Source: an optimization exercise on an open RTL-to-GDS flow (aim: small area, a short achievable clock period and few clock cycles). Production flows keep margins and buffers that such runs may drop.
The RTL was checked by simulation tests, not by an equivalence proof against the original design.
No activity file was given, so power comes from the tool's default toggle rates.

===== design/flow/constraint.sdc =====
create_clock -name core_clock -period 8.0 [get_ports {clk}]
set_input_delay 1.6000 -clock core_clock [delete_from_list [all_inputs] [get_ports {clk}]]
set_output_delay 1.6000 -clock core_clock [all_outputs]
set_load 0.01 [all_outputs]

===== design/flow/flow/run.sh =====
#!/bin/bash
# Layout flow: the standard flow (standard.sh, unchanged synthesis),
# with the port buffers made of sky130_fd_sc_hd__buf_2 cells.
set -o pipefail
export BUFFER_PORTS_ARGS="-buffer_cell sky130_fd_sc_hd__buf_2"
bash standard.sh > standard.log 2>&1

===== design/flow/design.v =====
module cfc_ecc_name (
    input  wire [4:0] seg,
    output reg  [4:0] name     
);
    always @(*) begin
        case (seg)
            5'h02: name = 5'd1;    
            5'h03: name = 5'd2;    
            5'h04: name = 5'd3;    
            5'h05: name = 5'd4;    
            5'h06: name = 5'd5;    
            5'h07: name = 5'd6;    
            5'h08: name = 5'd7;    
            5'h09: name = 5'd8;    
            5'h0A: name = 5'd9;    
            5'h0B: name = 5'd10;   
            5'h0C: name = 5'd11;   
            5'h0D: name = 5'd12;   
            5'h0E: name = 5'd13;   
            5'h0F: name = 5'd14;   
            5'h11: name = 5'd15;   
            5'h12: name = 5'd16;   
            5'h13: name = 5'd17;   
            5'h16: name = 5'd18;   
            5'h17: name = 5'd19;   
            5'h18: name = 5'd20;   
            5'h19: name = 5'd21;   
            5'h1A: name = 5'd22;   
            5'h1B: name = 5'd23;   
            5'h1C: name = 5'd24;   
            default: name = 5'd0;  
        endcase
    end
endmodule
module cfc_alc_decode (
    input  wire [4:0] bitno,
    output reg  [1:0] field,   
    output reg  [4:0] idbit    
);
    wire le10 = ~bitno[4] & ~(bitno[3] & (bitno[2] | (bitno[1] & bitno[0])));
    always @(*) begin
        case (bitno)
            5'd11:   field = 2'd1;
            5'd12:   field = 2'd2;
            5'd31:   field = 2'd3;
            default: field = 2'd0;
        endcase
        idbit = ~bitno - (le10 ? 5'd3 : 5'd1);
    end
endmodule
module cfc_classify (
    input  wire [7:0] sr,
    input  wire [7:0] ewlr,
    input  wire [7:0] rxerr,
    input  wire [7:0] txerr,
    output reg  [1:0] cls      
);
    function automatic ge8(input [7:0] a, input [7:0] b);
        integer j;
        reg gt, eq;
        begin
            gt = 1'b0;
            eq = 1'b1;
            for (j = 7; j >= 0; j = j - 1) begin
                gt = gt | (eq & a[j] & ~b[j]);
                eq = eq & ~(a[j] ^ b[j]);
            end
            ge8 = gt | eq;
        end
    endfunction
    always @(*) begin
        if (sr[7] || txerr == 8'd255)
            cls = 2'd3;
        else if (rxerr[7] || txerr[7])
            cls = 2'd2;
        else if (ge8(rxerr, ewlr) || ge8(txerr, ewlr))
            cls = 2'd1;
        else
            cls = 2'd0;
    end
endmodule
module cfc (
    input  wire         clk,
    input  wire         rst,            
    input  wire         cmd_valid,
    output wire         cmd_ready,
    input  wire [7:0]   cmd_word,
    input  wire         cmd_fmt,        
    input  wire [31:0]  cmd_id,         
    input  wire         cmd_rtr,
    input  wire [3:0]   cmd_dlc,
    input  wire [3:0]   cmd_len,
    input  wire [63:0]  cmd_data,
    input  wire [7:0]   cmd_mode,       
    input  wire [103:0] cmd_image,      
    input  wire [7:0]   cmd_byte,       
    input  wire [31:0]  cmd_cls,        
    input  wire [7:0]   cmd_index,      
    output wire         rsp_valid,
    output wire [3:0]   rsp_result,
    output wire         rsp_frame_some,
    output wire         rsp_fmt,
    output wire [28:0]  rsp_id,
    output wire         rsp_rtr,
    output wire [3:0]   rsp_dlc,
    output reg  [63:0]  rsp_data,
    output wire [103:0] rsp_image,
    output reg  [12:0]  rsp_image_wr,
    output wire [11:0]  rsp_status,
    output wire [7:0]   rsp_mode,
    output wire         rsp_ecc_cap_some,
    output wire [7:0]   rsp_ecc_cap,
    output wire         rsp_alc_cap_some,
    output wire [7:0]   rsp_alc_cap,
    output wire [1:0]   rsp_ecc_errc,
    output wire         rsp_ecc_dir,
    output wire [4:0]   rsp_ecc_seg,
    output wire [4:0]   rsp_ecc_name,
    output wire [4:0]   rsp_alc_bitno,
    output wire [1:0]   rsp_alc_field,
    output wire [4:0]   rsp_alc_idbit,
    output wire [1:0]   rsp_cls,
    output wire [7:0]   rsp_byte,
    output wire         ev_valid,
    output reg  [1:0]   ev_kind,        
    output wire [11:0]  ev_status,
    output wire         ev_completed,
    output wire         cs,
    output wire         bus_req,
    output reg          bus_we,
    output reg  [6:0]   bus_addr,
    output reg  [7:0]   bus_wdata,
    input  wire         bus_ready,
    input  wire [7:0]   bus_rdata,
    input  wire         bus_noresp,
    output wire         reset_pulse
);
    localparam [3:0] OP_TRANSMIT    = 4'h1,
                     OP_TRANSMIT_SS = 4'h2,
                     OP_ABORT       = 4'h3,
                     OP_TRY_RECEIVE = 4'h4,
                     OP_HANDLE_INT  = 4'h5,
                     OP_SET_MODE    = 4'h6,
                     OP_ACK_EVENTS  = 4'h7,
                     OP_READ_STATUS = 4'h8,
                     OP_RESET       = 4'h9,
                     OP_ENCODE      = 4'hA,
                     OP_DECODE      = 4'hB,
                     OP_DECODE_ECC  = 4'hC,
                     OP_DECODE_ALC  = 4'hD,
                     OP_CLASSIFY    = 4'hE,
                     OP_TX_READBACK = 4'hF;
    localparam [2:0] R_OK              = 3'd0,
                     R_TRANSMIT_BUSY   = 3'd1,
                     R_DEV_NOT_RESP    = 3'd2,
                     R_BUS_OFF         = 3'd3,
                     R_NOT_OPERATING   = 3'd4,
                     R_INVALID_FRAME   = 3'd5,
                     R_ILLEGAL_COMMAND = 3'd6,
                     R_INVALID_OPERAND = 3'd7;
    localparam [1:0] CLS_ACTIVE = 2'd0, CLS_WARNING = 2'd1,
                     CLS_PASSIVE = 2'd2, CLS_BUS_OFF = 2'd3;
    localparam [1:0] EV_STATUS = 2'd0, EV_FRAME = 2'd1,
                     EV_TXDONE = 2'd2, EV_WAKE  = 2'd3;
    localparam [4:0] P_TX_BUF   = 5'd0,
                     P_TX_CMD   = 5'd1,
                     P_ABORT    = 5'd2,
                     P_READBACK = 5'd3,
                     P_RX_SR    = 5'd4,
                     P_RX_BUF   = 5'd5,
                     P_RX_RMC   = 5'd6,
                     P_RX_RRB   = 5'd7,
                     P_RX_CDO   = 5'd8,
                     P_HI_IR    = 5'd9,
                     P_HI_ECC   = 5'd10,
                     P_HI_ALC   = 5'd11,
                     P_HI_SR    = 5'd12,
                     P_HI_EWLR  = 5'd13,
                     P_HI_RXERR = 5'd14,
                     P_HI_TXERR = 5'd15,
                     P_HI_TI    = 5'd16;
    reg        initialized, msg_waiting, bus_on, tx_busy, err_warning;
    reg        data_overrun, err_passive, arb_lost, bus_error;
    reg [1:0]  bus_class;
    reg        mode_rm, mode_lom, mode_stm, mode_sm;
    reg        ecc_valid, alc_valid;
    reg [7:0]  ecc_cap, alc_cap;
    reg        dev_fault;
    wire [11:0] status_word = {dev_fault, bus_class, bus_error, arb_lost,
                               err_passive, data_overrun, err_warning,
                               tx_busy, bus_on, msg_waiting, initialized};
    wire [7:0]  mode_byte = {3'b000, mode_sm, 1'b0, mode_stm, mode_lom, mode_rm};
    reg        acc;             
    reg        evph;            
    reg [4:0]  phase;
    reg        op_ss;           
    reg [2:0]  res;             
    reg        fsome;           
    reg        img_fmt, img_rtr;
    reg [3:0]  img_dlc;
    reg [95:0] img_b;
    wire [103:0] img = {img_b, img_fmt, img_rtr, 2'b00, img_dlc};
    reg [7:0]  byte_q;          
    reg [1:0]  cls_q;
    reg        ir_alc, ir_cls, ir_ri, ir_ti;    
    reg        sr7_q, rxp_q, rxw_q;             
    reg        rmc_q;                           
    reg        done_bit;
    reg        chg;             
    reg        pd_done, pd_wake, pd_frame;      
    reg        rp, rpw;         
    wire [3:0] k = bus_addr[3:0];
    wire [3:0] k_inc = {k[3] ^ (k[2] & k[1] & k[0]), k[2] ^ (k[1] & k[0]),
                        k[1] ^ k[0], ~k[0]};
    wire multi = (pd_done & (pd_wake | pd_frame | chg)) |
                 (pd_wake & (pd_frame | chg)) | (pd_frame & chg);
    wire last  = ~multi & ~rpw;
    reg        busy1;           
    reg        one_ev;          
    reg        rsp_ok;          
    reg        ev_any;          
    reg [1:0]  ev_kind_q;
    assign cmd_ready   = ~busy1 & ~(one_ev & chg);
    assign rsp_valid   = rsp_ok & ~(one_ev & chg);
    assign rsp_result  = {1'b0, res};
    assign ev_valid    = ev_any | (evph & chg);
    always @(*) ev_kind = ev_kind_q;
    assign ev_status    = status_word;
    assign ev_completed = done_bit;
    assign reset_pulse  = rp;
    assign cs           = acc;
    assign bus_req      = acc;
    wire [7:0] b1 = img_b[7:0];
    wire [7:0] b2 = img_b[15:8];
    wire [7:0] b3 = img_b[23:16];
    wire [7:0] b4 = img_b[31:24];
    assign rsp_frame_some = fsome;
    assign rsp_fmt  = img_fmt;
    assign rsp_rtr  = img_rtr;
    assign rsp_dlc  = img_dlc;
    assign rsp_id   = {b1, b2, b3, b4[7:3]};
    integer i;
    always @(*) rsp_data = img_b[95:32];
    assign rsp_image = img;
    wire [3:0] ndata = img_rtr ? 4'd0 : img_dlc;
    reg  [7:0] dth;             
    always @(*) begin
        dth[0] = |ndata;
        dth[1] = ndata[3] | ndata[2] | ndata[1];
        dth[2] = ndata[3] | ndata[2] | (ndata[1] & ndata[0]);
        dth[3] = ndata[3] | ndata[2];
        dth[4] = ndata[3] | (ndata[2] & (ndata[1] | ndata[0]));
        dth[5] = ndata[3] | (ndata[2] & ndata[1]);
        dth[6] = ndata[3] | (ndata[2] & ndata[1] & ndata[0]);
        dth[7] = ndata[3];
    end
    reg  [3:0] nbm1;
    always @(*) begin
        nbm1 = 4'd0;
        for (i = 0; i < 9; i = i + 1)
            if (ndata == i)
                nbm1 = img_fmt ? i + 4 : i + 2;
    end
    wire last_byte = (k != 4'd0) && (k == nbm1);
    assign rsp_status       = status_word;
    assign rsp_mode         = mode_byte;
    assign rsp_ecc_cap_some = ecc_valid;
    assign rsp_ecc_cap      = ecc_cap;
    assign rsp_alc_cap_some = alc_valid;
    assign rsp_alc_cap      = alc_cap;
    assign rsp_ecc_errc  = byte_q[7:6];
    assign rsp_ecc_dir   = byte_q[5];
    assign rsp_ecc_seg   = byte_q[4:0];
    assign rsp_alc_bitno = byte_q[4:0];
    wire [4:0] ecc_name_d, alc_idbit_d;
    wire [1:0] alc_field_d;
    cfc_ecc_name u_ecc (.seg(cmd_byte[4:0]), .name(ecc_name_d));
    cfc_alc_decode u_alc (.bitno(cmd_byte[4:0]), .field(alc_field_d), .idbit(alc_idbit_d));
    reg  [4:0] ecc_name_q, alc_idbit_q;
    reg  [1:0] alc_field_q;
    always @(posedge clk) begin
        ecc_name_q  <= ecc_name_d;
        alc_field_q <= alc_field_d;
        alc_idbit_q <= alc_idbit_d;
    end
    assign rsp_ecc_name  = ecc_name_q;
    wire [3:0] c_ndata = cmd_rtr ? 4'd0 : cmd_dlc;
    reg  [7:0] cth;
    reg  [12:3] wr_d;
    reg  [12:3] wr_q;
    always @(*) begin
        cth[0] = |c_ndata;
        cth[1] = c_ndata[3] | c_ndata[2] | c_ndata[1];
        cth[2] = c_ndata[3] | c_ndata[2] | (c_ndata[1] & c_ndata[0]);
        cth[3] = c_ndata[3] | c_ndata[2];
        cth[4] = c_ndata[3] | (c_ndata[2] & (c_ndata[1] | c_ndata[0]));
        cth[5] = c_ndata[3] | (c_ndata[2] & c_ndata[1]);
        cth[6] = c_ndata[3] | (c_ndata[2] & c_ndata[1] & c_ndata[0]);
        cth[7] = c_ndata[3];
        wr_d[3]  = cmd_fmt | cth[0];
        wr_d[4]  = cmd_fmt | cth[1];
        for (i = 5; i < 11; i = i + 1)
            wr_d[i] = cmd_fmt ? cth[i-5] : cth[i-3];
        wr_d[11] = cmd_fmt & cth[6];
        wr_d[12] = cmd_fmt & cth[7];
    end
    always @(posedge clk) wr_q <= wr_d;
    always @(*) rsp_image_wr = {wr_q, 3'b111};
    assign rsp_alc_field = alc_field_q;
    assign rsp_alc_idbit = alc_idbit_q;
    assign rsp_cls  = cls_q;
    assign rsp_byte = byte_q;
    wire       acpt  = cmd_valid & cmd_ready;
    wire [3:0] cw    = cmd_word[3:0];
    wire       legal = (cmd_word[7:4] == 4'h0) && (cw != 4'h0);
    wire       sel_img = cmd_word[3] & cmd_word[0];
    wire idx_big = (|cmd_index[7:4]) | (cmd_index[3] & cmd_index[2] & (cmd_index[1] | cmd_index[0]));
    wire wf = (cmd_fmt ? (cmd_id[31:29] == 3'd0) : (cmd_id[31:11] == 21'd0)) &
              (~cmd_dlc[3] | (cmd_dlc[2:0] == 3'd0)) &
              (cmd_rtr ? (cmd_len == 4'd0) : (cmd_len == cmd_dlc));
    reg [95:0] enc_b;
    always @(*) begin
        if (cmd_fmt) begin
            enc_b[7:0]   = cmd_id[28:21];
            enc_b[15:8]  = cmd_id[20:13];
            enc_b[23:16] = cmd_id[12:5];
            enc_b[31:24] = {cmd_id[4:0], 3'b000};
            enc_b[95:32] = cmd_data;
        end else begin
            enc_b[7:0]   = cmd_id[10:3];
            enc_b[15:8]  = {cmd_id[2:0], 5'b00000};
            enc_b[79:16] = cmd_data;
            enc_b[95:80] = cmd_data[63:48];
        end
    end
    function [3:0] clamp8(input [3:0] d);
        clamp8 = (d[3] & (|d[2:0])) ? 4'd8 : d;
    endfunction
    wire [1:0] cmd_class;
    cfc_classify u_cls_cmd (
        .sr(cmd_cls[7:0]), .ewlr(cmd_cls[15:8]), .rxerr(cmd_cls[23:16]),
        .txerr(cmd_cls[31:24]), .cls(cmd_class)
    );
    function automatic ge8(input [7:0] a, input [7:0] b);
        integer j;
        reg gt, eq;
        begin
            gt = 1'b0;
            eq = 1'b1;
            for (j = 7; j >= 0; j = j - 1) begin
                gt = gt | (eq & a[j] & ~b[j]);
                eq = eq & ~(a[j] ^ b[j]);
            end
            ge8 = gt | eq;
        end
    endfunction
    wire       ge_ewlr = ge8(bus_rdata, byte_q);
    wire       tx_bo = sr7_q | (bus_rdata == 8'd255);
    wire       tx_ps = rxp_q | bus_rdata[7];
    wire       tx_wn = rxw_q | ge_ewlr;
    wire [1:0] int_class = tx_bo ? CLS_BUS_OFF : tx_ps ? CLS_PASSIVE :
                           tx_wn ? CLS_WARNING : CLS_ACTIVE;
    reg        initialized_n, msg_waiting_n, bus_on_n, tx_busy_n, err_warning_n;
    reg        data_overrun_n, err_passive_n, arb_lost_n, bus_error_n;
    reg [1:0]  bus_class_n;
    reg        mode_rm_n, mode_lom_n, mode_stm_n, mode_sm_n;
    reg        ecc_valid_n, alc_valid_n, dev_fault_n;
    reg [7:0]  ecc_cap_n, alc_cap_n;
    reg        acc_n, evph_n, op_ss_n, fsome_n;
    reg [4:0]  phase_n;
    reg [2:0]  res_n;
    reg        img_fmt_n, img_rtr_n;
    reg [3:0]  img_dlc_n;
    reg [7:0]  byte_q_n;
    reg [1:0]  cls_q_n;
    reg        ir_alc_n, ir_cls_n, ir_ri_n, ir_ti_n;
    reg        sr7_q_n, rxp_q_n, rxw_q_n, rmc_q_n, done_bit_n;
    reg        chg_n, pd_done_n, pd_wake_n, pd_frame_n, rp_n, rpw_n;
    reg        bus_we_n;
    reg [6:0]  bus_addr_n;
    reg [7:0]  bus_wdata_n;
    reg        no_chg;         
    reg        do_apply;       
    reg        chg_m;          
    wire [10:0] status_n = {bus_class_n, bus_error_n, arb_lost_n,
                            err_passive_n, data_overrun_n, err_warning_n,
                            tx_busy_n, bus_on_n, msg_waiting_n, initialized_n};
    wire [7:0] ci1 = cmd_image[15:8];
    wire [7:0] ci2 = cmd_image[23:16];
    reg  [95:0] dec_b;
    always @(*) begin
        if (cmd_image[7])
            dec_b = cmd_image[103:8];
        else begin
            dec_b[7:0]   = 8'd0;
            dec_b[15:8]  = 8'd0;
            dec_b[23:16] = {2'b00, ci1[7:2]};
            dec_b[31:24] = {ci1[1:0], ci2[7:5], 3'b000};
            dec_b[95:32] = cmd_image[87:24];
        end
    end
    wire rx_wr = acc & bus_ready & (phase == P_RX_BUF);
    wire tx_sh = acc & bus_ready & (phase == P_TX_BUF);
    reg  [95:0] img_rx;         
    reg  [95:0] img_rx_en;      
    always @(*) begin
        img_rx    = {12{bus_rdata}};
        img_rx_en = 96'd0;
        if (img_fmt) begin
            for (i = 1; i < 13; i = i + 1)
                if (k == i)
                    img_rx_en[8*(i-1) +: 8] = 8'hFF;
        end else begin
            img_rx[23:0]  = {2'b00, bus_rdata[7:2], 16'd0};
            img_rx[31:24] = {bus_rdata[1:0], bus_rdata[7:5], 3'b000};
            if (k == 4'd1)
                img_rx_en[31:0] = 32'hC0FF_FFFF;
            if (k == 4'd2)
                img_rx_en[31:24] = 8'h38;
            for (i = 5; i < 13; i = i + 1)
                if (k == i - 2)
                    img_rx_en[8*(i-1) +: 8] = 8'hFF;
        end
    end
    always @(posedge clk) begin
        for (i = 0; i < 96; i = i + 1) begin
            if (cmd_ready)
                img_b[i] <= sel_img ? dec_b[i] : enc_b[i];
            else if (tx_sh && i < 88)
                img_b[i] <= img_b[i+8];
            else if (rx_wr & img_rx_en[i])
                img_b[i] <= img_rx[i];
        end
    end
    wire [7:0]   img_next = img_b[7:0];
    task automatic go_phase(input [4:0] p, input we, input [6:0] a, input [7:0] d);
        begin
            phase_n     = p;
            bus_we_n    = we;
            bus_addr_n  = a;
            bus_wdata_n = d;
        end
    endtask
    task automatic end_access;
        begin
            acc_n  = 1'b0;
            evph_n = 1'b1;
        end
    endtask
    task automatic hi_after_cls(input ri, input ti);
        begin
            if (ri)
                msg_waiting_n = 1'b1;
            if (ti)
                go_phase(P_HI_TI, 1'b0, 7'd2, 8'd0);
            else
                end_access;
        end
    endtask
    task automatic hi_after_ecc(input alc, input cls, input ri, input ti);
        begin
            if (alc) begin
                arb_lost_n = 1'b1;
                go_phase(P_HI_ALC, 1'b0, 7'd11, 8'd0);
            end else if (cls)
                go_phase(P_HI_SR, 1'b0, 7'd2, 8'd0);
            else
                hi_after_cls(ri, ti);
        end
    endtask
    task automatic clear_state;
        begin
            initialized_n  = 1'b0;
            msg_waiting_n  = 1'b0;
            bus_on_n       = 1'b0;
            tx_busy_n      = 1'b0;
            err_warning_n  = 1'b0;
            data_overrun_n = 1'b0;
            err_passive_n  = 1'b0;
            arb_lost_n     = 1'b0;
            bus_error_n    = 1'b0;
            bus_class_n    = CLS_ACTIVE;
            mode_rm_n      = 1'b1;
            mode_lom_n     = 1'b0;
            mode_stm_n     = 1'b0;
            mode_sm_n      = 1'b0;
            ecc_valid_n    = 1'b0;
            alc_valid_n    = 1'b0;
            dev_fault_n    = 1'b0;
        end
    endtask
    always @(*) begin
        initialized_n  = initialized;
        msg_waiting_n  = msg_waiting;
        bus_on_n       = bus_on;
        tx_busy_n      = tx_busy;
        err_warning_n  = err_warning;
        data_overrun_n = data_overrun;
        err_passive_n  = err_passive;
        arb_lost_n     = arb_lost;
        bus_error_n    = bus_error;
        bus_class_n    = bus_class;
        mode_rm_n      = mode_rm;
        mode_lom_n     = mode_lom;
        mode_stm_n     = mode_stm;
        mode_sm_n      = mode_sm;
        ecc_valid_n    = ecc_valid;
        alc_valid_n    = alc_valid;
        dev_fault_n    = dev_fault;
        ecc_cap_n      = ecc_cap;
        alc_cap_n      = alc_cap;
        acc_n          = acc;
        evph_n         = evph;
        op_ss_n        = op_ss;
        fsome_n        = fsome;
        phase_n        = phase;
        res_n          = res;
        img_fmt_n      = img_fmt;
        img_rtr_n      = img_rtr;
        img_dlc_n      = img_dlc;
        byte_q_n       = byte_q;
        cls_q_n        = cls_q;
        ir_alc_n       = ir_alc;
        ir_cls_n       = ir_cls;
        ir_ri_n        = ir_ri;
        ir_ti_n        = ir_ti;
        sr7_q_n        = sr7_q;
        rxp_q_n        = rxp_q;
        rxw_q_n        = rxw_q;
        rmc_q_n        = rmc_q;
        done_bit_n     = done_bit;
        chg_n          = chg;
        pd_done_n      = pd_done;
        pd_wake_n      = pd_wake;
        pd_frame_n     = pd_frame;
        rp_n           = 1'b0;
        rpw_n          = rpw;
        bus_we_n       = bus_we;
        bus_addr_n     = bus_addr;
        bus_wdata_n    = bus_wdata;
        no_chg         = 1'b0;
        do_apply       = 1'b0;
        if (evph) begin
            if (rpw) begin
                rpw_n = 1'b0;
                rp_n  = 1'b1;
            end else if (pd_done)
                pd_done_n = 1'b0;
            else if (pd_wake)
                pd_wake_n = 1'b0;
            else if (pd_frame)
                pd_frame_n = 1'b0;
            else
                chg_n = 1'b0;
            if (last)
                evph_n = 1'b0;
        end
        if (cmd_ready) begin
            if (sel_img) begin
                img_fmt_n = cmd_image[7];
                img_rtr_n = cmd_image[6];
                img_dlc_n = clamp8(cmd_image[3:0]);
            end else begin
                img_fmt_n = cmd_fmt;
                img_rtr_n = cmd_rtr;
                img_dlc_n = cmd_dlc;
            end
            byte_q_n = cmd_byte;
            cls_q_n  = cmd_class;
            op_ss_n  = (cw == OP_TRANSMIT_SS);
            fsome_n  = sel_img;
            case (cw)
                OP_ABORT:       go_phase(P_ABORT,    1'b1, 7'd1, 8'h02);
                OP_TRY_RECEIVE: go_phase(P_RX_SR,    1'b0, 7'd2, 8'h00);
                OP_HANDLE_INT:  go_phase(P_HI_IR,    1'b0, 7'd3, 8'h00);
                OP_TX_READBACK: go_phase(P_READBACK, 1'b0, {3'b110, cmd_index[3:0]}, 8'h00);
                default:        go_phase(P_TX_BUF,   1'b1, 7'd16,
                                         {cmd_fmt, cmd_rtr, 2'b00, cmd_dlc});
            endcase
            res_n = R_OK;
            if (!legal) begin
                res_n = R_ILLEGAL_COMMAND;
            end else begin
                case (cw)
                OP_TRANSMIT, OP_TRANSMIT_SS: begin
                    if (dev_fault)
                        res_n = R_DEV_NOT_RESP;
                    else if (!wf)
                        res_n = R_INVALID_FRAME;
                    else if (bus_class == CLS_BUS_OFF)
                        res_n = R_BUS_OFF;
                    else if (mode_rm || mode_lom || mode_sm)
                        res_n = R_NOT_OPERATING;
                    else if (tx_busy)
                        res_n = R_TRANSMIT_BUSY;
                end
                OP_ABORT, OP_HANDLE_INT: begin
                    if (dev_fault)
                        res_n = R_DEV_NOT_RESP;
                end
                OP_TRY_RECEIVE: begin
                    if (dev_fault)
                        res_n = R_DEV_NOT_RESP;
                    else if (mode_rm)
                        res_n = R_NOT_OPERATING;
                end
                OP_SET_MODE: begin
                    if (dev_fault)
                        res_n = R_DEV_NOT_RESP;
                    else if (cmd_mode[7:5] != 3'b000)
                        res_n = R_INVALID_OPERAND;
                end
                OP_ENCODE: begin
                    if (!wf)
                        res_n = R_INVALID_FRAME;
                end
                OP_TX_READBACK: begin
                    if (dev_fault)
                        res_n = R_DEV_NOT_RESP;
                    else if (idx_big)
                        res_n = R_INVALID_OPERAND;
                end
                default: ;
                endcase
            end
        end
        if (acpt) begin
            chg_n      = 1'b0;
            pd_done_n  = 1'b0;
            pd_wake_n  = 1'b0;
            pd_frame_n = 1'b0;
            rpw_n      = 1'b0;
            acc_n      = 1'b0;
            evph_n     = 1'b1;
            if (legal) begin
                case (cw)
                OP_TRANSMIT, OP_TRANSMIT_SS: begin
                    if (!dev_fault && wf && bus_class != CLS_BUS_OFF &&
                        !mode_rm && !mode_lom && !mode_sm && !tx_busy) begin
                        acc_n  = 1'b1;
                        evph_n = 1'b0;
                    end
                end
                OP_ABORT: begin
                    if (!dev_fault && tx_busy) begin
                        acc_n  = 1'b1;
                        evph_n = 1'b0;
                    end
                end
                OP_TRY_RECEIVE: begin
                    if (!dev_fault && !mode_rm) begin
                        acc_n  = 1'b1;
                        evph_n = 1'b0;
                    end
                end
                OP_HANDLE_INT: begin
                    if (!dev_fault) begin
                        acc_n  = 1'b1;
                        evph_n = 1'b0;
                    end
                end
                OP_SET_MODE: begin
                    if (!dev_fault && cmd_mode[7:5] == 3'b000) begin
                        mode_rm_n  = cmd_mode[0];
                        mode_lom_n = cmd_mode[1];
                        mode_stm_n = cmd_mode[2];
                        mode_sm_n  = cmd_mode[4];
                        tx_busy_n  = 1'b0;
                        if (!cmd_mode[0]) begin
                            initialized_n = 1'b1;
                            bus_on_n      = 1'b1;
                            if (bus_class == CLS_BUS_OFF)
                                bus_class_n = CLS_ACTIVE;
                        end else begin
                            bus_on_n = 1'b0;
                        end
                    end
                end
                OP_ACK_EVENTS: begin
                    arb_lost_n  = 1'b0;
                    bus_error_n = 1'b0;
                end
                OP_RESET: begin
                    clear_state;
                    no_chg = 1'b1;
                    if (rp)
                        rpw_n = 1'b1;
                    else
                        rp_n  = 1'b1;
                end
                OP_TX_READBACK: begin
                    if (!dev_fault && !idx_big) begin
                        acc_n  = 1'b1;
                        evph_n = 1'b0;
                    end
                end
                default: ;
                endcase
            end
        end else if (acc && bus_ready) begin
            if (bus_noresp) begin
                dev_fault_n = 1'b1;
                res_n       = R_DEV_NOT_RESP;
                pd_done_n   = 1'b0;
                pd_wake_n   = 1'b0;
                pd_frame_n  = 1'b0;
                end_access;
            end else begin
                case (phase)
                P_TX_BUF: begin
                    if (last_byte) begin
                        tx_busy_n = 1'b1;
                        go_phase(P_TX_CMD, 1'b1, 7'd1,
                                 {3'b000, mode_stm, 2'b00, op_ss, ~mode_stm});
                    end else begin
                        bus_addr_n  = {3'b001, k_inc};
                        bus_wdata_n = img_next;
                    end
                end
                P_TX_CMD, P_ABORT: end_access;
                P_READBACK: begin
                    byte_q_n = bus_rdata;
                    end_access;
                end
                P_RX_SR: begin
                    if (!bus_rdata[0]) begin
                        msg_waiting_n = 1'b0;
                        end_access;
                    end else begin
                        fsome_n = 1'b1;
                        go_phase(P_RX_BUF, 1'b0, 7'd16, 8'h00);
                    end
                end
                P_RX_BUF: begin
                    if (k == 4'd0) begin
                        img_fmt_n = bus_rdata[7];
                        img_rtr_n = bus_rdata[6];
                        img_dlc_n = clamp8(bus_rdata[3:0]);
                    end
                    if (last_byte)
                        go_phase(P_RX_RMC, 1'b0, 7'd29, 8'h00);
                    else
                        bus_addr_n = {3'b001, k_inc};
                end
                P_RX_RMC: begin
                    rmc_q_n = |bus_rdata[4:1];
                    go_phase(P_RX_RRB, 1'b1, 7'd1, 8'h04);
                end
                P_RX_RRB: begin
                    msg_waiting_n = rmc_q;
                    pd_frame_n    = 1'b1;
                    if (data_overrun)
                        go_phase(P_RX_CDO, 1'b1, 7'd1, 8'h08);
                    else
                        end_access;
                end
                P_RX_CDO: begin
                    data_overrun_n = 1'b0;
                    end_access;
                end
                P_HI_IR: begin
                    ir_alc_n  = bus_rdata[6];
                    ir_cls_n  = bus_rdata[5] | bus_rdata[2];
                    ir_ri_n   = bus_rdata[0];
                    ir_ti_n   = bus_rdata[1];
                    pd_wake_n = bus_rdata[4];
                    if (bus_rdata[3])
                        data_overrun_n = 1'b1;
                    if (bus_rdata[7]) begin
                        bus_error_n = 1'b1;
                        go_phase(P_HI_ECC, 1'b0, 7'd12, 8'h00);
                    end else
                        hi_after_ecc(bus_rdata[6], bus_rdata[5] | bus_rdata[2],
                                     bus_rdata[0], bus_rdata[1]);
                end
                P_HI_ECC: begin
                    ecc_cap_n   = bus_rdata;
                    ecc_valid_n = 1'b1;
                    hi_after_ecc(ir_alc, ir_cls, ir_ri, ir_ti);
                end
                P_HI_ALC: begin
                    alc_cap_n   = bus_rdata;
                    alc_valid_n = 1'b1;
                    if (ir_cls)
                        go_phase(P_HI_SR, 1'b0, 7'd2, 8'h00);
                    else
                        hi_after_cls(ir_ri, ir_ti);
                end
                P_HI_SR: begin
                    sr7_q_n = bus_rdata[7];
                    go_phase(P_HI_EWLR, 1'b0, 7'd13, 8'h00);
                end
                P_HI_EWLR: begin
                    byte_q_n = bus_rdata;
                    go_phase(P_HI_RXERR, 1'b0, 7'd14, 8'h00);
                end
                P_HI_RXERR: begin
                    rxp_q_n = bus_rdata[7];
                    rxw_q_n = ge_ewlr;
                    go_phase(P_HI_TXERR, 1'b0, 7'd15, 8'h00);
                end
                P_HI_TXERR: begin
                    do_apply = 1'b1;
                    hi_after_cls(ir_ri, ir_ti);
                end
                P_HI_TI: begin
                    tx_busy_n  = 1'b0;
                    done_bit_n = bus_rdata[3];
                    pd_done_n  = 1'b1;
                    end_access;
                end
                default: end_access;
                endcase
            end
        end
        chg_m = chg_n | (!no_chg && (status_n != status_word[10:0]));
    end
    reg  [1:0] bus_class_f;
    reg        bus_on_f, err_warning_f, err_passive_f, mode_rm_f;
    always @(*) begin
        bus_class_f   = bus_class_n;
        bus_on_f      = bus_on_n;
        err_warning_f = err_warning_n;
        err_passive_f = err_passive_n;
        mode_rm_f     = mode_rm_n;
        if (do_apply) begin
            if (int_class == CLS_BUS_OFF) begin
                bus_class_f   = CLS_BUS_OFF;
                bus_on_f      = 1'b0;
                err_warning_f = 1'b0;
                err_passive_f = 1'b0;
                mode_rm_f     = 1'b1;
            end else if (bus_class != CLS_BUS_OFF) begin
                bus_class_f   = int_class;
                err_warning_f = (int_class == CLS_WARNING);
                err_passive_f = (int_class == CLS_PASSIVE);
            end
        end
    end
    wire not_bo = (bus_class != CLS_BUS_OFF);
    wire chg_bo = not_bo | bus_on | err_warning | err_passive;
    wire chg_ps = not_bo & ((bus_class != CLS_PASSIVE) | err_warning | ~err_passive);
    wire chg_wn = not_bo & ((bus_class != CLS_WARNING) | ~err_warning | err_passive);
    wire chg_ac = not_bo & ((bus_class != CLS_ACTIVE) | err_warning | err_passive);
    wire chg_cls = tx_bo ? chg_bo : tx_ps ? chg_ps : tx_wn ? chg_wn : chg_ac;
    wire chg_f = chg_m | (do_apply & chg_cls);
    wire ev_ge1 = pd_done_n | pd_wake_n | pd_frame_n;
    wire ev_ge2 = (pd_done_n & (pd_wake_n | pd_frame_n)) | (pd_wake_n & pd_frame_n);
    always @(posedge clk) begin
        if (rst) begin
            busy1  <= 1'b0;
            one_ev <= 1'b0;
            rsp_ok <= 1'b0;
            ev_any <= 1'b0;
        end else begin
            busy1  <= acc_n | (evph_n & (ev_ge2 | rpw_n));
            one_ev <= evph_n & ev_ge1 & ~ev_ge2 & ~rpw_n;
            rsp_ok <= evph_n & ~ev_ge2 & ~rpw_n;
            ev_any <= evph_n & ev_ge1;
        end
        if (pd_done_n)       ev_kind_q <= EV_TXDONE;
        else if (pd_wake_n)  ev_kind_q <= EV_WAKE;
        else if (pd_frame_n) ev_kind_q <= EV_FRAME;
        else                 ev_kind_q <= EV_STATUS;
    end
    always @(posedge clk) begin
        if (rst) begin
            initialized  <= 1'b0;
            msg_waiting  <= 1'b0;
            bus_on       <= 1'b0;
            tx_busy      <= 1'b0;
            err_warning  <= 1'b0;
            data_overrun <= 1'b0;
            err_passive  <= 1'b0;
            arb_lost     <= 1'b0;
            bus_error    <= 1'b0;
            bus_class    <= CLS_ACTIVE;
            mode_rm      <= 1'b1;
            mode_lom     <= 1'b0;
            mode_stm     <= 1'b0;
            mode_sm      <= 1'b0;
            ecc_valid    <= 1'b0;
            alc_valid    <= 1'b0;
            dev_fault    <= 1'b0;
            acc          <= 1'b0;
            evph         <= 1'b0;
            chg          <= 1'b0;
            pd_done      <= 1'b0;
            pd_wake      <= 1'b0;
            pd_frame     <= 1'b0;
            rp           <= 1'b0;
            rpw          <= 1'b0;
        end else begin
            initialized  <= initialized_n;
            msg_waiting  <= msg_waiting_n;
            bus_on       <= bus_on_f;
            tx_busy      <= tx_busy_n;
            err_warning  <= err_warning_f;
            data_overrun <= data_overrun_n;
            err_passive  <= err_passive_f;
            arb_lost     <= arb_lost_n;
            bus_error    <= bus_error_n;
            bus_class    <= bus_class_f;
            mode_rm      <= mode_rm_f;
            mode_lom     <= mode_lom_n;
            mode_stm     <= mode_stm_n;
            mode_sm      <= mode_sm_n;
            ecc_valid    <= ecc_valid_n;
            alc_valid    <= alc_valid_n;
            dev_fault    <= dev_fault_n;
            acc          <= acc_n;
            evph         <= evph_n;
            chg          <= chg_f;
            pd_done      <= pd_done_n;
            pd_wake      <= pd_wake_n;
            pd_frame     <= pd_frame_n;
            rp           <= rp_n;
            rpw          <= rpw_n;
        end
        ecc_cap   <= ecc_cap_n;
        alc_cap   <= alc_cap_n;
        op_ss     <= op_ss_n;
        fsome     <= fsome_n;
        phase     <= phase_n;
        res       <= res_n;
        img_fmt   <= img_fmt_n;
        img_rtr   <= img_rtr_n;
        img_dlc   <= img_dlc_n;
        byte_q    <= byte_q_n;
        cls_q     <= cls_q_n;
        ir_alc    <= ir_alc_n;
        ir_cls    <= ir_cls_n;
        ir_ri     <= ir_ri_n;
        ir_ti     <= ir_ti_n;
        sr7_q     <= sr7_q_n;
        rxp_q     <= rxp_q_n;
        rxw_q     <= rxw_q_n;
        rmc_q     <= rmc_q_n;
        done_bit  <= done_bit_n;
        bus_we    <= bus_we_n;
        bus_addr  <= bus_addr_n;
        bus_wdata <= bus_wdata_n;
    end
endmodule

===== design/flow/config.mk =====
export PLATFORM = sky130hd
export DESIGN_NAME = cfc
export DESIGN_NICKNAME = cfc
export VERILOG_FILES = /design/flow/design.v
export SDC_FILE = /design/flow/constraint.sdc
export NUM_CORES = 4
export LEC_CHECK = 0
export ABC_AREA = 1
export CAP_MARGIN = 20
export CORE_MARGIN = 2
export CORE_UTILIZATION = 40
export SETUP_SLACK_MARGIN = 5
export SLEW_MARGIN = 20
export TNS_END_PERCENT = 10

===== design/flow/standard.sh =====
#!/bin/bash
# synth_recipe.tcl (not shown) runs the flow's synth.tcl, then flattens the netlist and writes it again
# the make line also repeats each setting of config.mk as NAME=value (left out here)
make -C /OpenROAD-flow-scripts/flow DESIGN_CONFIG=/design/flow/config.mk WORK_HOME=/design/flow/orfs CLKGATE_MAP_FILE= SYNTH_SCRIPT=/design/flow/synth_recipe.tcl "${@:-finish}"

==> summary.md, run 1 <==
| Metric | Value |
|---|---|
| Outcome | `no timing/DRC/antenna violations` |
| Vias in the first global route | `15.9k` |
| Final ANT Viol Nets | `0` |
| R2R cell count | `9` |
| R2R Path Start | `phase[0]` |
| Initial Util | `40.5%` |
| Tmin final | `3.15 ns` |
| Max incr delay on CP | `0.49 ns` |
| Post-layout util | `49.6%` |
| Ports | `618` |
| Power density over cell area | `178 nW/um^2` |
| Setup crit start kind | `input port` |
| Cells after Synth | `2114` |
| Cell variety after synth | `66` |
| Main area contributors after synthesis | `edfxtp_1 (24%), dfxtp_1 (12%), nand2_1 (10%), buf_4 (7.4%), o21ai_0 (7.3%)` |
| Share of layout cells above drive strength 1 | `29.7%` |
| Fill cell count | `3910` |
| Relative slew slack | `33.5%` |
| Clock Sinks | `217` |
| CTS Buffer Depth | `3` |
| Worst path slowest cell | `a221oi_1` |
| Max cap viols | `0` |
| Nets | `2833` |
| Mapped cell area | `15200 um^2` |
| Post-synth EDFFs | `124` |
| Worst slew pin tran | `0.998 ns` |
| Worst Hold Launch | `bus_addr[6]` |
| DRC Markers | `0` |
| Avg Cell Area, Syn | `7.19 um^2` |
| Detailed Route Iter0 Violations | `2066` |
| Grt total ovfl | `0` |
| GRT Total Usage | `36.3%` |
| Worst-path maximum fanout | `56` |
| TritonCTS buffer count | `27` |
| Crit Reg-Reg Endpoint | `img_b[7]` |
| First-pass GRT wire length | `105000 um` |
| Total negative setup slack | `0 ns` |
| Synth area leader | `edfxtp_1` |
| Largest net degree at the start of global routing | `93` |
| Die area | `39600 um^2` |
| Drt first pass iters | `6` |
| Worst min path class | `reg2reg` |
| Max frequency | `318 MHz` |
| Worst Skew | `0.0203 ns` |
| YS warnings | `12` |
| Commonest cells in the netlist | `nand2_1 (407), o21ai_0 (223), nor2_1 (218), inv_1 (207)` |
| Sequential fraction of the synthesis area | `36.7%` |
| Count leader, synth | `nand2_1` |
| Die Wd | `199 um` |
| Clock tree from TritonCTS | `built` |
| Setup crit start | `cmd_image[7]` |
| CTS Root Cell | `clkbuf_16` |
| Final Cell Area | `18600 um^2` |
| Async set-reset flop share out of synthesis | `0%` |
| Worst path cell trace | `buf_4 -> inv_2 -> buf_6 -> nor2_1 -> a221oi_1 -> a21oi_1` |
| Top_reg_cell synth | `edfxtp_1` |
| Core Area | `37600 um^2` |
| Hold Path Depth | `2` |
| FF-to-FF setup slack | `4.98 ns` |
| Peak VDD IR | `0.146 mV` |
| Routed len/inst | `24.7 um` |
| Period utilisation layout | `39.3%` |
| Hpwl dp | `59200 um` |
| Leak Pwr | `8.76 nW` |
| Clk Latency, worst-skew pair | `0.55 ns` |
| Die Y | `199 um` |
| Initial antenna violation count | `11` |
| CTS clock-pin slew for the worst setup and hold paths | `0.05 ns` |
| Yosys reg bits | `217` |
| Post-synth top area share | `24.5%` |
| Drt via density | `5.66` |
| Area Growth Syn to Fin | `22.6%` |
| Final WL | `75700 um` |
| Hold EP | `bus_addr[6]` |
| FP Rows | `71` |
| Port Buffers | `597` |
| Final Setup Violations | `0` |
| Worst Path Required | `8.26 ns` |
| Htree depth | `1` |
| Final hold violation count | `0` |
| Max-slew violations | `0` |
| CP Class | `in2reg` |
| Area of placed instances | `17500 um^2` |
| CP arrival | `3.41 ns` |
| Final RePlAce weighted congestion | `1.01` |
| Unrepaired setup endpoints after global routing | `yes` |
| Worst Setup End Kind | `flip-flop` |
| Via count | `17.4k` |
| Hold buffer count at CTS | `0` |
through the flow:
step	total power (W)	instances	hold slack (ns)	setup WS, ns
finish	0.00332	3070	0.458	4.85
global route	0.00342	3065	0.472	4.77
CTS	0.00331	3064	0.459	4.84
detailed placement	0.00204	3008	0.451	3.86
global placement	0.00204	3008	0.451	3.89
floorplan	0.00173	2122	0.459	4.92
area by class of cell:
cell class / instances / area [um^2] / share of cell area (%)
well taps: 511 / 639 / 3.43
inverters: 229 / 885 / 4.74
clock inverters: 12 / 115 / 0.617
diodes: 6 / 15.0 / 0.0805
multi-input cells: 1438 / 7370 / 39.5
repair buffers: 620 / 3250 / 17.4
clock buffers: 37 / 788 / 4.23
flip-flops and latches: 217 / 5590 / 30.0
critical path: cells and delay by family:
family	cells	cell delay, ns
compound gates	2	0.57
buf+inv	3	1.04
simple gates	1	0.14
cell families (layout without fill, tap and decap cells):
group	count (synthesis)	in the layout	synth area share (%)
and+or+nand+nor	824	824	23.6
other	2	16	0.0494
DFF	217	217	36.7
adders and majority gates	13	13	1.12
xor gates and xnor gates	5	5	0.288
buffers and inverters	467	898	15.5
AOI/OAI and AO/OA	586	586	22.7
layer usage:
| layer | vias up | GRT usage [%] | part of all wire (%) | wire, um |
|---|---|---|---|---|
| met2 | 1109 | 58.5 | 46 | 35000 |
| met3 | 156 | 8.24 | 11 | 8150 |
| met5 | - | 0 | 0.075 | 57 |
| met1 | 8144 | 47.2 | 39 | 29400 |
| met4 | 8 | 14.1 | 4.0 | 3040 |
| li1 | 7944 | - | - | - |
state kept, by name, indices dropped and copies added, names as in the netlist, 4 cells and up:
signal       flops
img_b           96
wr_q            10
alc_cap          8
bus_wdata        8
byte_q           8
ecc_cap          8
bus_addr         7
alc_idbit_q      5
ecc_name_q       5
phase            5
img_dlc          4
layout by cell type (no fill, tap or decap), types with 17 or more instances in the layout:
cell type	n
nor3_1	19
nand3_1	87
buf_4	17
inv_2	20
a31oi_1	41
a21oi_1	150
o21ai_0	218
a211oi_1	29
a22oi_1	27
edfxtp_1	124
nand2_1	404
nor2_1	215
buf_2	595
a32oi_1	27
nand4_1	26
clkbuf_16	28
dfxtp_1	92
inv_1	202
o22ai_1	22
repair_timing:
item                       4_1_cts  5_1_grt
pin swaps                        1        0
setup endpoints to repair      197      138
buffers inserted                 6        0
cloned                           1        0
gates resized for setup         30        3
worst max path at each step:
stage                      endpoint  slack [ns]  depth (start not counted)
after floorplan           img_b[48]        4.92                          4
after global placement     img_b[0]        3.89                          9
after detailed placement   img_b[0]        3.86                          9
after CTS                 cmd_ready        4.84                          4
after global routing            chg        4.77                         13
final                      img_b[0]        4.85                          6
where the power goes:
group | leakage (nW) | internal [W] | switching, W
logic | 6.25 | 0.000244 | 0.000440
clock network | 0.449 | 0.000751 | 0.000518
registers | 2.06 | 0.00127 | 0.0000973
total | 8.76 | 0.00226 | 0.00106
Testbench counts, summed over its fixed seeds: cycles 93,800.
==> inputs of run 2 (changes only) <==
--- a/design/flow/config.mk
+++ b/design/flow/config.mk
@@ -11,4 +11,4 @@
 export CORE_UTILIZATION = 40
+export PLACE_DENSITY = 0.7
 export SETUP_SLACK_MARGIN = 5
 export SLEW_MARGIN = 20
-export TNS_END_PERCENT = 10
==> summary.md, run 2 <==
| Metric | Value |
|---|---|
| Outcome | `no timing/DRC/antenna violations (unchanged)` |
| Unrepaired setup endpoints after global routing | `yes (unchanged)` |
| Final hold violation count | `0 (unchanged)` |
| CTS clock-pin slew for the worst setup and hold paths | `0.06 ns (was 0.05 ns)` |
| GRT Total Usage | `35.8% (was 36.3%)` |
| Hold WS | `0.460 ns (was 0.458 ns)` |
| Worst Path Buf+Inv | `1 (was 3)` |
| Final WL | `75600 um (was 75700 um)` |
| Post-synth top area share | `24.5% (unchanged)` |
| Top_reg_cell synth | `edfxtp_1 (unchanged)` |
| Fill cell count | `3849 (was 3910)` |
| CP Class | `reg2out (was in2reg)` |
| Hpwl dp | `57800 um (was 59200 um)` |
| Area of the multi-input gates | `7440 um^2 (was 7370 um^2)` |
| Setup crit start kind | `flip-flop (was input port)` |
| Hold buffer count at CTS | `0 (unchanged)` |
| Relative slew slack | `31.1% (was 33.5%)` |
| Setup WS pre-CTS | `3.48 ns (was 3.86 ns)` |
| Placed cells | `3006 (was 3008)` |
| CP delay by family, top | `flip-flops (was buffers and inverters)` |
| Grt total ovfl | `0 (unchanged)` |
| Drt first pass iters | `6 (unchanged)` |
| Top reg by flops | `img_b (unchanged)` |
| Max cap viols | `0 (unchanged)` |
| Worst-path maximum fanout | `3 (was 56)` |
| Cell variety after synth | `66 (unchanged)` |
| Share of layout cells above drive strength 1 | `30.9% (was 29.7%)` |
| Drt via density | `5.73 (was 5.66)` |
| Die area | `39600 um^2 (unchanged)` |
| CTS Root Cell | `clkbuf_16 (unchanged)` |
| Final ANT Viol Nets | `0 (unchanged)` |
| Worst path slowest cell | `edfxtp_1 (was a221oi_1)` |
| Clk Latency, worst-skew pair | `0.56 ns (was 0.55 ns)` |
| Max reg flops | `96 (unchanged)` |
| Initial antenna violation count | `6 (was 11)` |
| Clock Sinks | `217 (unchanged)` |
| Slack of the critical path | `4.98 ns (was 4.85 ns)` |
| Count leader, synth | `nand2_1 (unchanged)` |
| Clock tree from TritonCTS | `built (unchanged)` |
| Worst slew pin tran | `1.03 ns (was 0.998 ns)` |
| Main area contributors after synthesis | `edfxtp_1 (24%), dfxtp_1 (12%), nand2_1 (10%), buf_4 (7.4%), o21ai_0 (7.3%) (unchanged)` |
| Core Area | `37600 um^2 (unchanged)` |
| Peak VDD IR | `0.116 mV (was 0.146 mV)` |
| Largest registers | `img_b x96, wr_q x10 (unchanged)` |
| Max-slew violations | `0 (unchanged)` |
| FF-to-FF setup slack | `5.18 ns (was 4.98 ns)` |
| Initial Util | `40.5% (unchanged)` |
| Most frequent cells in the layout | `buf_2 (596), nand2_1 (395), o21ai_0 (213) (was buf_2 (595), nand2_1 (404), o21ai_0 (218))` |
| Final Setup Violations | `0 (unchanged)` |
| Period utilisation layout | `37.7% (was 39.3%)` |
| Routed len/inst | `24.6 um (was 24.7 um)` |
| First-pass GRT wire length | `104000 um (was 105000 um)` |
| Worst Setup End Kind | `output port (was flip-flop)` |
| Largest net degree at the start of global routing | `84 (was 93)` |
| Sequential fraction of the synthesis area | `36.7% (unchanged)` |
| Synth area leader | `edfxtp_1 (unchanged)` |
| Worst path cell trace | `buf_2 (was buf_4 -> inv_2 -> buf_6 -> nor2_1 -> a221oi_1 -> a21oi_1)` |
| Worst Path Required | `6.40 ns (was 8.26 ns)` |
| Power density over cell area | `172 nW/um^2 (was 178 nW/um^2)` |
| Worst min path class | `reg2reg (unchanged)` |
| Worst Skew | `0.0280 ns (was 0.0203 ns)` |
| Yosys reg bits | `217 (unchanged)` |
| Nets | `2844 (was 2833)` |
| FP Rows | `71 (unchanged)` |
| Commonest non-fill, non-tap cell in the layout | `buf_2 (unchanged)` |
| Htree depth | `1 (unchanged)` |
| DRC Markers | `0 (unchanged)` |
| Leak Pwr | `8.82 nW (was 8.76 nW)` |
| CP arrival | `1.42 ns (was 3.41 ns)` |
| Final RePlAce weighted congestion | `1.01 (about the same)` |
| CTS Buffer Depth | `3 (unchanged)` |
| Detailed Route Iter0 Violations | `2151 (was 2066)` |
| Tmin final | `3.02 ns (was 3.15 ns)` |
| Via count | `17.6k (was 17.4k)` |
| Register area | `5590 um^2 (about the same)` |
| Commonest cells in the netlist | `nand2_1 (407), o21ai_0 (223), nor2_1 (218), inv_1 (207) (unchanged)` |
| TritonCTS buffer count | `25 (was 27)` |
| Cells after Synth | `2114 (unchanged)` |
| Port Buffers | `597 (unchanged)` |
| Max frequency | `331 MHz (was 318 MHz)` |
| Post-Layout Cell Count | `3076 (was 3070)` |
| Mapped cell area | `15200 um^2 (unchanged)` |
| Area Growth Syn to Fin | `24.1% (was 22.6%)` |
| Die Wd | `199 um (unchanged)` |
| Die Y | `199 um (unchanged)` |
| Ports | `618 (unchanged)` |
| Vias in the first global route | `15.9k (about the same)` |
| YS warnings | `12 (unchanged)` |
| Post-synth EDFFs | `124 (unchanged)` |
| Max incr delay on CP | `0.61 ns (was 0.49 ns)` |
| Avg Cell Area, Syn | `7.19 um^2 (unchanged)` |
| Async set-reset flop share out of synthesis | `0% (unchanged)` |
| Total negative setup slack | `0 ns (unchanged)` |
run 2: cell counts after synthesis:
No cell type changed its count.
run 2: cell families after synthesis:
group	Yosys count	synth area share, %
flip-flops	217	36.7
adder cells (fa/ha/maj)	13	1.12
buffers and inverters	467	15.5
AND/OR/NAND/NOR	824	23.6
AO/OA/AOI/OAI	586	22.7
other	2	0.0494
XOR/XNOR	5	0.288
run 2: what timing repair did:
item,CTS,global route
endpoints found under the hold margin,0,0
resized for setup,54,26
buffers inserted,9,7
gates cloned,4,2
pin swaps,3,2
endpoints found under the setup margin,237,47
run 2: path summary, 6_finish.rpt:
kind / startpoint / endpoint / cells past startpoint
worst max-delay path: img_b[85] / rsp_image[93] / 1
worst max register to register: chg / phase[2] / 14
worst min register to register: bus_addr[6] / bus_addr[6] / 2
worst min-delay path: bus_addr[6] / bus_addr[6] / 2
run 2: metal layers:
metal,global-route usage [%],vias to the layer above,wire length (um)
li1,-,7963,-
met1,46.3,8165,28500
met2,57.8,1308,34900
met3,8.31,192,8710
met4,14.4,10,3440
met5,0,-,61
run 2: final cells by class:
type                       count  area share, %
inverter                     229           4.77
multi-input combinational   1438           39.4
tap                          511           3.39
timing repair buffer         631           18.2
sequential                   217           29.6
clock buffer                  32           3.78
timing repair inverter         2         0.0928
antenna                        2         0.0265
clock inverter                14          0.663
run 2: stage by stage:
step                      utilization [%]  instance area [um^2]  total power (W)
after floorplan                         -                 15200          0.00173
after global placement               46.6                 17500          0.00203
after detailed placement             46.6                 17500          0.00203
after CTS                            49.7                 18700          0.00322
after global routing                 50.2                 18900          0.00334
final                                50.2                 18900          0.00324
run 2: power by group:
group	total, W	internal (W)	leakage [nW]	switching, W
Sequential	0.00136	0.00126	2.06	0.0000996
Clock	0.00119	0.000694	0.412	0.000498
Combinational	0.000686	0.000249	6.35	0.000438
==> inputs of run 3 (changes only) <==
--- a/design/flow/config.mk
+++ b/design/flow/config.mk
@@ -11,3 +11,3 @@
 export CORE_UTILIZATION = 40
-export PLACE_DENSITY = 0.7
+export GPL_TIMING_DRIVEN = 0
 export SETUP_SLACK_MARGIN = 5
==> summary.md, run 3 <==
| Metric | Value |
|---|---|
| Initial Util | `40.5% (unchanged)` |
| Sequential fraction of the synthesis area | `36.7% (unchanged)` |
| Sw Pwr | `0.00111 W (was 0.00104 W)` |
| Sequential share of power | `39.3% (was 42.1%)` |
| Hpwl dp | `70200 um (was 57800 um)` |
| CTS Buffer Depth | `3 (unchanged)` |
| Detailed Route Iter0 Violations | `2400 (was 2151)` |
| Final Cell Area | `20400 um^2 (was 18900 um^2)` |
| Post-synth top area share | `24.5% (unchanged)` |
| Worst Path Required | `6.40 ns (about the same)` |
| Mapped cell area | `15200 um^2 (unchanged)` |
| Post-Layout Cell Count | `3331 (was 3076)` |
| Die Y | `199 um (unchanged)` |
| CTS clock-pin slew for the worst setup and hold paths | `0.06 ns (about the same)` |
| Port Buffers | `595 (was 597)` |
| Period utilisation layout | `40.8% (was 37.7%)` |
| Async set-reset flop share out of synthesis | `0% (unchanged)` |
| Ports | `618 (unchanged)` |
| Initial antenna violation count | `6 (unchanged)` |
| Sw frac | `32.1% (was 31.9%)` |
| Most frequent cells in the layout | `buf_2 (610), nand2_1 (402), nor2_1 (215) (was buf_2 (596), nand2_1 (395), o21ai_0 (213))` |
| Setup crit start kind | `flip-flop (unchanged)` |
| Post-synth EDFFs | `124 (unchanged)` |
| Final hold violation count | `0 (unchanged)` |
| Total negative setup slack | `0 ns (unchanged)` |
| Top_reg_cell synth | `edfxtp_1 (unchanged)` |
| Worst slew pin tran | `1.06 ns (was 1.03 ns)` |
| Final Setup Violations | `0 (unchanged)` |
| Max reg flops | `96 (unchanged)` |
| Main area contributors after synthesis | `edfxtp_1 (24%), dfxtp_1 (12%), nand2_1 (10%), buf_4 (7.4%), o21ai_0 (7.3%) (unchanged)` |
| Gate power share | `24.0% (was 21.2%)` |
| YS warnings | `12 (unchanged)` |
| Share of layout cells above drive strength 1 | `34.8% (was 30.9%)` |
| Placed cells | `3228 (was 3006)` |
| Total power | `0.00346 W (was 0.00324 W)` |
| Power density over cell area | `169 nW/um^2 (was 172 nW/um^2)` |
| Clock Sinks | `217 (unchanged)` |
| Busiest grt layer | `met2 (unchanged)` |
| Hold Path Depth | `2 (unchanged)` |
| Met1 usage | `52.3% (was 46.3%)` |
| Outcome | `no timing/DRC/antenna violations (unchanged)` |
| Leak Pwr | `9.91 nW (was 8.82 nW)` |
| Nets | `3098 (was 2844)` |
| CP arrival | `1.66 ns (was 1.42 ns)` |
| Cells after Synth | `2114 (unchanged)` |
| Relative slew slack | `28.7% (was 31.1%)` |
| Drt via density | `5.77 (was 5.73)` |
| First-pass GRT wire length | `119000 um (was 104000 um)` |
| Largest net degree at the start of global routing | `13 (was 84)` |
| Routed len/inst | `26.0 um (was 24.6 um)` |
| Met3 GRT Util | `11.4% (was 8.31%)` |
| Max frequency | `306 MHz (was 331 MHz)` |
| Clk Latency, worst-skew pair | `0.56 ns (about the same)` |
| Count leader, synth | `nand2_1 (unchanged)` |
| Die Wd | `199 um (unchanged)` |
| Peak VDD IR | `0.108 mV (was 0.116 mV)` |
| Tmin final | `3.26 ns (was 3.02 ns)` |
| Clock share of power | `36.7% (was 36.8%)` |
| Final ANT Viol Nets | `0 (unchanged)` |
| GRT Total Usage | `41.7% (was 35.8%)` |
| Drt first pass iters | `8 (was 6)` |
| Area of placed instances | `18900 um^2 (was 17500 um^2)` |
| Unrepaired setup endpoints after global routing | `yes (unchanged)` |
| TritonCTS buffer count | `26 (was 25)` |
| CP Class | `reg2out (unchanged)` |
| FP Rows | `71 (unchanged)` |
| Top reg by flops | `img_b (unchanged)` |
| Yosys reg bits | `217 (unchanged)` |
| DRC Markers | `0 (unchanged)` |
| Vias in the first global route | `17.5k (was 15.9k)` |
| Commonest cells in the netlist | `nand2_1 (407), o21ai_0 (223), nor2_1 (218), inv_1 (207) (unchanged)` |
| FF-to-FF setup slack | `4.91 ns (was 5.18 ns)` |
| Core Area | `37600 um^2 (unchanged)` |
| Synth area leader | `edfxtp_1 (unchanged)` |
| Via count | `19.2k (was 17.6k)` |
| Htree depth | `1 (unchanged)` |
| Avg Cell Area, Syn | `7.19 um^2 (unchanged)` |
| Final RePlAce weighted congestion | `1.04 (was 1.01)` |
| Worst Skew | `0.0160 ns (was 0.0280 ns)` |
| Worst Setup End Kind | `output port (unchanged)` |
| Die area | `39600 um^2 (unchanged)` |
| Cell variety after synth | `66 (unchanged)` |
| Commonest non-fill, non-tap cell in the layout | `buf_2 (unchanged)` |
| Final WL | `86700 um (was 75600 um)` |
| Area Growth Syn to Fin | `34.2% (was 24.1%)` |
| Grt total ovfl | `0 (unchanged)` |
| Max-slew violations | `0 (unchanged)` |
| Hold buffer count at CTS | `0 (unchanged)` |
| Worst min path class | `reg2reg (unchanged)` |
| CTS Root Cell | `clkbuf_16 (unchanged)` |
| Internal power | `0.00235 W (was 0.00221 W)` |
| Met2 Usage GRT | `67.0% (was 57.8%)` |
| Max cap viols | `0 (unchanged)` |
| Hold WS | `0.462 ns (was 0.460 ns)` |
| Largest registers | `img_b x96, wr_q x10 (unchanged)` |
| Worst-path maximum fanout | `2 (was 3)` |
| Clock tree from TritonCTS | `built (unchanged)` |
| R2R cell count | `22 (was 14)` |
[run 3: cell counts after synthesis]
Identical to the previous run, type by type.
[run 3: layout make-up]
| type | instances | area [um^2] |
|---|---|---|
| clock inverters | 7 | 58.8 |
| inverters | 229 | 876 |
| plain buffers | 238 | 1580 |
| clock buffers | 41 | 842 |
| multi-input cells | 1438 | 7390 |
| fillers | 3795 | 17200 |
| well taps | 511 | 639 |
| flip-flops and latches | 217 | 5590 |
| repair buffers | 648 | 3430 |
| diodes | 2 | 5.00 |
[run 3: cells by family after synthesis]
kind of cell,count (synthesis),share of synthesized area (%)
compound gates,586,22.7
xor+xnor,5,0.288
fa+ha+maj,13,1.12
buf+inv,467,15.5
flops,217,36.7
other cells,2,0.0494
simple gates,824,23.6
[run 3: what timing repair did]
action,in CTS,in global routing
pin swaps,3,2
buffers inserted,35,18
resized for setup,51,36
setup endpoints to repair,119,141
[run 3: power groups by stage]
stage,clock network [W],logic [W],registers (W)
final,0.00127,0.000829,0.00136
after global routing,0.00130,0.000875,0.00136
after detailed placement,0,0.000752,0.00139
after floorplan,0,0.000359,0.00137
after global placement,0,0.000748,0.00140
after CTS,0.00126,0.000793,0.00135
[run 3: worst max-delay path, stage by stage (launching register included)]
cell and delay (ns):
dfxtp_4 0.36, nand2_4 0.05, nand2_4 0.08, inv_4 0.04, buf_6 0.12, buf_8 0.11, buf_12 0.12, buf_12 0.12
buf_6 0.11
[run 3: path summary, 6_finish.rpt]
path | startpoint | to
worst max-delay path | chg | cmd_ready
worst min-delay path | bus_addr[6] | bus_addr[6]
worst max register to register | chg | phase[2]
worst min register to register | bus_addr[6] | bus_addr[6]
[run 3: layer usage]
metal  share of wire, %  wire length [um]
met1                 37             32400
met2                 45             39400
met3                 12             10200
met4                5.4              4640
met5              0.054                47
[run 3: metrics by stage]
step | setup slack, ns | util (%)
after floorplan | 4.92 | -
after global placement | 3.70 | 50.2
after detailed placement | 3.81 | 50.2
after CTS | 4.70 | 53.7
after global routing | 4.69 | 54.3
final | 4.74 | 54.3
==> inputs of run 4 (changes only) <==
--- a/design/flow/config.mk
+++ b/design/flow/config.mk
@@ -11,3 +11,3 @@
 export CORE_UTILIZATION = 40
-export GPL_TIMING_DRIVEN = 0
+export PLACE_DENSITY = 0.8
 export SETUP_SLACK_MARGIN = 5
==> summary.md, run 4 <==
| Metric | Value |
|---|---|
| Yosys reg bits | `217 (unchanged)` |
| Max frequency | `333 MHz (was 306 MHz)` |
| Initial antenna violation count | `6 (unchanged)` |
| Top reg by flops | `img_b (unchanged)` |
| GRT Total Usage | `36.7% (was 41.7%)` |
| Max cap viols | `0 (unchanged)` |
| Leak Pwr | `9.01 nW (was 9.91 nW)` |
| Mapped cell area | `15200 um^2 (unchanged)` |
| Worst Path Required | `8.30 ns (was 6.40 ns)` |
| Slack of the critical path | `4.99 ns (was 4.74 ns)` |
| Final hold violation count | `0 (unchanged)` |
| Unrepaired setup endpoints after global routing | `yes (unchanged)` |
| Final RePlAce weighted congestion | `1.01 (was 1.04)` |
| Max reg flops | `96 (unchanged)` |
| Setup crit start kind | `input port (was flip-flop)` |
| Post-Layout Cell Count | `3098 (was 3331)` |
| Async set-reset flop share out of synthesis | `0% (unchanged)` |
| Post-synth top area share | `24.5% (unchanged)` |
| Setup WS pre-CTS | `3.61 ns (was 3.81 ns)` |
| Final ANT Viol Nets | `0 (unchanged)` |
| Post-layout util | `51.1% (was 54.3%)` |
| Final WL | `76600 um (was 86700 um)` |
| Gate power share | `20.5% (was 24.0%)` |
| Outcome | `no timing/DRC/antenna violations (unchanged)` |
| Ports | `618 (unchanged)` |
| Commonest non-fill, non-tap cell in the layout | `buf_2 (unchanged)` |
| Sequential fraction of the synthesis area | `36.7% (unchanged)` |
| Worst path cell trace | `buf_2 -> clkbuf_8 -> inv_2 -> clkbuf_8 -> nor2_1 -> a221oi_1 -> a21oi_1 (was nand2_4 -> nand2_4 -> inv_4 -> buf_6 -> buf_8 -> buf_12 -> buf_12 -> buf_6)` |
| CTS clock-pin slew for the worst setup and hold paths | `0.06 ns (about the same)` |
| Commonest cells in the netlist | `nand2_1 (407), o21ai_0 (223), nor2_1 (218), inv_1 (207) (unchanged)` |
| Main area contributors after synthesis | `edfxtp_1 (24%), dfxtp_1 (12%), nand2_1 (10%), buf_4 (7.4%), o21ai_0 (7.3%) (unchanged)` |
| Cell variety after synth | `66 (unchanged)` |
| Largest net degree at the start of global routing | `84 (was 13)` |
| Hpwl dp | `58100 um (was 70200 um)` |
| Share of layout cells above drive strength 1 | `31.2% (was 34.8%)` |
| Top cell by count, worst path | `clkbuf_8` |
| First-pass GRT wire length | `107000 um (was 119000 um)` |
| CTS Root Cell | `clkbuf_16 (unchanged)` |
| Max-slew violations | `0 (unchanged)` |
| Most frequent cells in the layout | `buf_2 (595), nand2_1 (399), nor2_1 (211), o21ai_0 (211), inv_1 (200) (was buf_2 (610), nand2_1 (402), nor2_1 (215))` |
| Area Growth Syn to Fin | `26.3% (was 34.2%)` |
| CTS Buffer Depth | `3 (unchanged)` |
| Sw frac | `31.1% (was 32.1%)` |
| Die area | `39600 um^2 (unchanged)` |
| Relative slew slack | `38.4% (was 28.7%)` |
| Worst min path class | `reg2reg (unchanged)` |
| Period utilisation layout | `37.6% (was 40.8%)` |
| Worst Skew | `0.0198 ns (was 0.0160 ns)` |
| Worst-path maximum fanout | `83 (was 2)` |
| Sequential share of power | `40.3% (was 39.3%)` |
| Drt via density | `5.80 (was 5.77)` |
| Synth area leader | `edfxtp_1 (unchanged)` |
| YS warnings | `12 (unchanged)` |
| Cells after Synth | `2114 (unchanged)` |
| Placed cells | `3006 (was 3228)` |
| Count leader, synth | `nand2_1 (unchanged)` |
| Initial Util | `40.5% (unchanged)` |
| Largest registers | `img_b x96, wr_q x10 (unchanged)` |
| Post-synth EDFFs | `124 (unchanged)` |
| Hold WS | `0.476 ns (was 0.462 ns)` |
| FP Rows | `71 (unchanged)` |
| Clock share of power | `39.2% (was 36.7%)` |
| Htree depth | `1 (unchanged)` |
| TritonCTS buffer count | `27 (was 26)` |
| DRC Markers | `0 (unchanged)` |
| Core Area | `37600 um^2 (unchanged)` |
| Sw Pwr | `0.00105 W (was 0.00111 W)` |
| Drt first pass iters | `6 (was 8)` |
| Worst path slowest cell | `clkbuf_8 (was dfxtp_4)` |
| Grt total ovfl | `0 (unchanged)` |
| Clk Latency, worst-skew pair | `0.56 ns (about the same)` |
| Routed len/inst | `24.7 um (was 26.0 um)` |
| Final Setup Violations | `0 (unchanged)` |
| CP arrival | `3.31 ns (was 1.66 ns)` |
| Clock tree from TritonCTS | `built (unchanged)` |
| Peak VDD IR | `0.124 mV (was 0.108 mV)` |
| Vias in the first global route | `16.4k (was 17.5k)` |
| Nets | `2863 (was 3098)` |
| Clock Sinks | `217 (unchanged)` |
| Worst Path Buf+Inv | `4 (was 6)` |
| Internal power | `0.00233 W (was 0.00235 W)` |
| Detailed Route Iter0 Violations | `2000 (was 2400)` |
| CP delay by family, top | `buffers and inverters (unchanged)` |
| Die Y | `199 um (unchanged)` |
| Power density over cell area | `176 nW/um^2 (was 169 nW/um^2)` |
| Total negative setup slack | `0 ns (unchanged)` |
| Top_reg_cell synth | `edfxtp_1 (unchanged)` |
| Port Buffers | `597 (was 595)` |
| Via count | `18.0k (was 19.2k)` |
| Max incr delay on CP | `0.43 ns (was 0.36 ns)` |
| CP Class | `in2reg (was reg2out)` |
| Worst slew pin tran | `0.924 ns (was 1.06 ns)` |
| Tmin final | `3.01 ns (was 3.26 ns)` |
| Avg Cell Area, Syn | `7.19 um^2 (unchanged)` |
| Worst Setup End Kind | `flip-flop (was output port)` |
| Die Wd | `199 um (unchanged)` |
## run 4: cell type report
class | count | area [um^2]
multi-input combinational | 1438 | 7470
sequential | 217 | 5590
tap | 511 | 639
clock inverter | 12 | 161
timing repair buffer | 648 | 3620
clock buffer | 37 | 785
timing repair inverter | 2 | 17.5
fill | 3762 | 18400
antenna | 4 | 10.0
inverter | 229 | 910
## run 4: cell families (layout without fill, tap and decap cells)
logic type | Yosys count | after routing | synth area share (%)
AOI/OAI and AO/OA | 586 | 586 | 22.7
DFF | 217 | 217 | 36.7
buffers and inverters | 467 | 928 | 15.5
other | 2 | 14 | 0.0494
xor gates and xnor gates | 5 | 5 | 0.288
adders and majority gates | 13 | 13 | 1.12
and+or+nand+nor | 824 | 824 | 23.6
## run 4: worst paths after layout
| path | cells past startpoint | start | to | slack (ns) |
|---|---|---|---|---|
| max | 7 | cmd_image[7] | img_b[1] | 4.99 |
| min | 2 | ecc_valid | ecc_valid | 0.48 |
| max reg2reg | 9 | phase[0] | img_b[86] | 5.29 |
| min reg2reg | 2 | ecc_valid | ecc_valid | 0.48 |
## run 4: what timing repair did
action                                  CTS  global route
hold buffers                              0             0
endpoints found under the setup margin  257            88
gates cloned                              6             2
hold endpoints to repair                  0             0
pin swaps                                 2             7
gates resized for setup                  47            31
setup buffers                             8            23
## run 4: power by group through the flow
stage	combinational, W	sequential, W	clock (W)
6_report	0.000694	0.00136	0.00132
5_1_grt	0.000744	0.00137	0.00136
4_1_cts	0.000663	0.00136	0.00132
3_5_place_dp	0.000646	0.00138	0
3_3_place_gp	0.000640	0.00138	0
2_1_floorplan	0.000359	0.00137	0
## run 4: metrics by stage
stage / area, um^2 / total power (W)
detailed placement: 17500 / 0.00203
global route: 19200 / 0.00347
finish: 19200 / 0.00338
floorplan: 15200 / 0.00173
CTS: 18900 / 0.00334
global placement: 17500 / 0.00202
## run 4: tightest hold or removal path: stages, from the launching register on
cell	delay, ns
dfxtp_1	0.31
nand2_1	0.06
a21oi_1	0.05
## run 4: routing by layer
metal / up-vias / global-route usage [%] / share of wire, %
li1: 7999 / - / -
met1: 8447 / 47.2 / 38
met2: 1292 / 58.1 / 45
met3: 235 / 8.51 / 12
met4: 4 / 18.0 / 5.3
met5: - / 0 / 0.025

## afterwards: timing with drivers on the ports
In the flow no input, the clock included, has a driving cell. The finished layouts below were timed again as built, in two steps.
Step 1: set_driving_cell puts a clkbuf_16 on clk and a buf_2 on each other input, an assumption about the parent block.
Step 2 also shifts input and output timing later by t, the mid clock arrival at the registers, as if the neighbouring blocks saw the same clock.
a / b / c = ideal ports / drivers / drivers and shift; a / b = the first two.
run | t, ns | slack for setup (ns)
run 1 | 0.597 | 4.854 / 4.818 / 4.286
run 2 | 0.599 | 4.980 / 4.927 / 4.422
run 3 | 0.602 | 4.737 / 4.682 / 4.411
run 4 | 0.608 | 4.993 / 4.950 / 4.392
After both steps setup and hold are still met in every run listed.
